This is an optimization exercise on Yosys and OpenROAD, whose aim is small area and few clock cycles, not a production implementation.
In this exercise RTL edits were held to simulation tests only and were not proved equivalent to the original.

## mfc_codec
module mfc_codec (
    input  wire        clk,
    input  wire        rst,           
    input  wire        cmd_valid,
    output wire        cmd_ready,
    input  wire [95:0] cmd_word,
    input  wire        din_valid,
    output wire        din_ready,
    input  wire [7:0]  din_data,
    output wire        val_valid,
    input  wire        val_ready,
    output wire [63:0] val_data,
    output wire        done,
    output wire [3:0]  done_code,
    output wire [3:0]  done_sub,
    output wire [31:0] done_res,
    output wire        rx_valid,
    output wire [16:0] rx_len,
    output wire        rsp_valid,
    output wire        rsp_trail,
    output reg  [15:0] rsp_tid,
    output reg  [15:0] rsp_pid,
    output reg  [15:0] rsp_len,
    output reg  [7:0]  rsp_unit,
    output reg  [7:0]  rsp_fc,
    output reg  [7:0]  rsp_bc
);
Size in the first run: about 9200 cells after synthesis, about 4500 flip-flops, ~310 I/O pins, roughly 120000 sq um of cells after synthesis.
export LEC_CHECK = 0
export CAP_MARGIN = 20
export CORE_MARGIN = 2
export CORE_UTILIZATION = 55
export CTS_CLUSTER_DIAMETER = 80
export CTS_CLUSTER_SIZE = 28
export SLEW_MARGIN = 20
create_clock -name core_clock -period 15.0 [get_ports {clk}]
standard.sh (not shown) runs the stock make flow with config.mk's settings and CLKGATE_MAP_FILE= SYNTH_SCRIPT=/design/flow/synth_recipe.tcl, a recipe that flattens the netlist after the stock synthesis.
==> flow/flow/run.sh <==
#!/bin/bash
# Own flow: the standard layout (standard.sh, all steps unchanged), except that the
# input and output ports are buffered with sky130_fd_sc_hd__buf_1 cells instead of the
# resizer's default buffer cell. Every port still gets its own buffer.
set -euo pipefail
W=$(pwd)
cp config.mk config_own.mk
echo 'export BUFFER_PORTS_ARGS = -buffer_cell sky130_fd_sc_hd__buf_1' >> config_own.mk
sed "s#DESIGN_CONFIG=[^ ]*#DESIGN_CONFIG=$W/config_own.mk#" standard.sh > standard_own.sh
bash standard_own.sh > standard_own.log 2>&1
Testbench counts at the start, summed over its fixed seeds: cycles 13,326.
==> next run, changes <==
--- a/flow/design.v
+++ b/flow/design.v
@@ -115,22 +115,19 @@
         else if (op == OP_VALUES)
             c_kind = K_VALUES;
         else if (|c_index[15:7])
             c_kind = K_VOOR;
         else
             c_kind = K_VALUE;
     end
     wire       h_valid = (q_cnt != 0);
-    reg  [2:0] hd_kind, hd_type;
-    reg  [6:0] hd_idx;
-    wire [2:0] h_kind  = hd_kind;
-    wire [2:0] h_type  = hd_type;
-    wire [6:0] h_idx   = hd_idx;
-    wire [QA-1:0] q_rp1 = q_rp + 1'b1;
+    wire [2:0] h_kind  = q_kind[q_rp];
+    wire [2:0] h_type  = q_type[q_rp];
+    wire [6:0] h_idx   = q_idx[q_rp];
     function [7:0] chunk_count(input [2:0] t, input [7:0] bc);
         case (t)
             3'd0, 3'd1:       chunk_count = {1'b0, bc[7:1]};
             3'd2, 3'd3, 3'd4: chunk_count = {2'b0, bc[7:2]};
             default:          chunk_count = {3'b0, bc[7:3]};
         endcase
     endfunction
     wire [7:0] h_count = chunk_count(h_type, rsp_bc);
@@ -395,20 +392,11 @@
                     ld_last  <= (c_nbytes[16:0] == 17'd1);
                 end
                 if (c_kind == K_DECODE) begin
                     dec_pend <= 1'b1;
                     dec_adj  <= last_load && ld_pend && !load_now;
                 end
             end
             q_cnt <= q_cnt + (q_push ? 1'b1 : 1'b0) - (h_retire ? 1'b1 : 1'b0);
-            if (q_push && (q_cnt == 0 || (q_cnt == 1 && h_retire))) begin
-                hd_kind <= c_kind;
-                hd_type <= c_tfield;
-                hd_idx  <= c_index[6:0];
-            end else if (h_retire && q_cnt > 1) begin
-                hd_kind <= q_kind[q_rp1];
-                hd_type <= q_type[q_rp1];
-                hd_idx  <= q_idx[q_rp1];
-            end
         end
     end
 endmodule
=> The changed run passed the timing, design-rule and antenna checks. Count of clock-buffer cells in the layout went down by 7. Wire length went down by 11%. Final area went down by 0.85%. Non-clock buffer count went down by 33. Synthesized area went down by 0.41%. Hold slack got worse by 3.1 ps. Setup slack got worse by 590 ps. Via count went down by 6.2%. Die area went down by 0.41%. Sequential cell count went down by 10.
Testbench counts after the change, summed over its fixed seeds: cycles 13,326.

==> port drivers added, routing unchanged <==
In the flow no input, the clock included, has a driving cell. The finished layouts below were timed again as built, in two steps.
Step 1 assumes that a clkbuf_16 drives the clock port and a buf_2 every other input.
Step 2 also shifts input and output timing later by t, the mid clock arrival at the registers, as if the neighbouring blocks saw the same clock.
a / b / c = ideal ports / drivers / drivers and shift; a / b = the first two.
run | t (ns) | slack for setup (ns) | hold slack, ns | worst setup path at the end
the first run | 0.984 | 1.293 / 1.188 / 2.173 | 0.315 / 0.315 / 0.315 | register to output
the second run | 0.986 | 0.698 / 0.615 / 1.601 | 0.312 / 0.312 / 0.312 | register to output
After both steps every run listed still meets setup and hold.
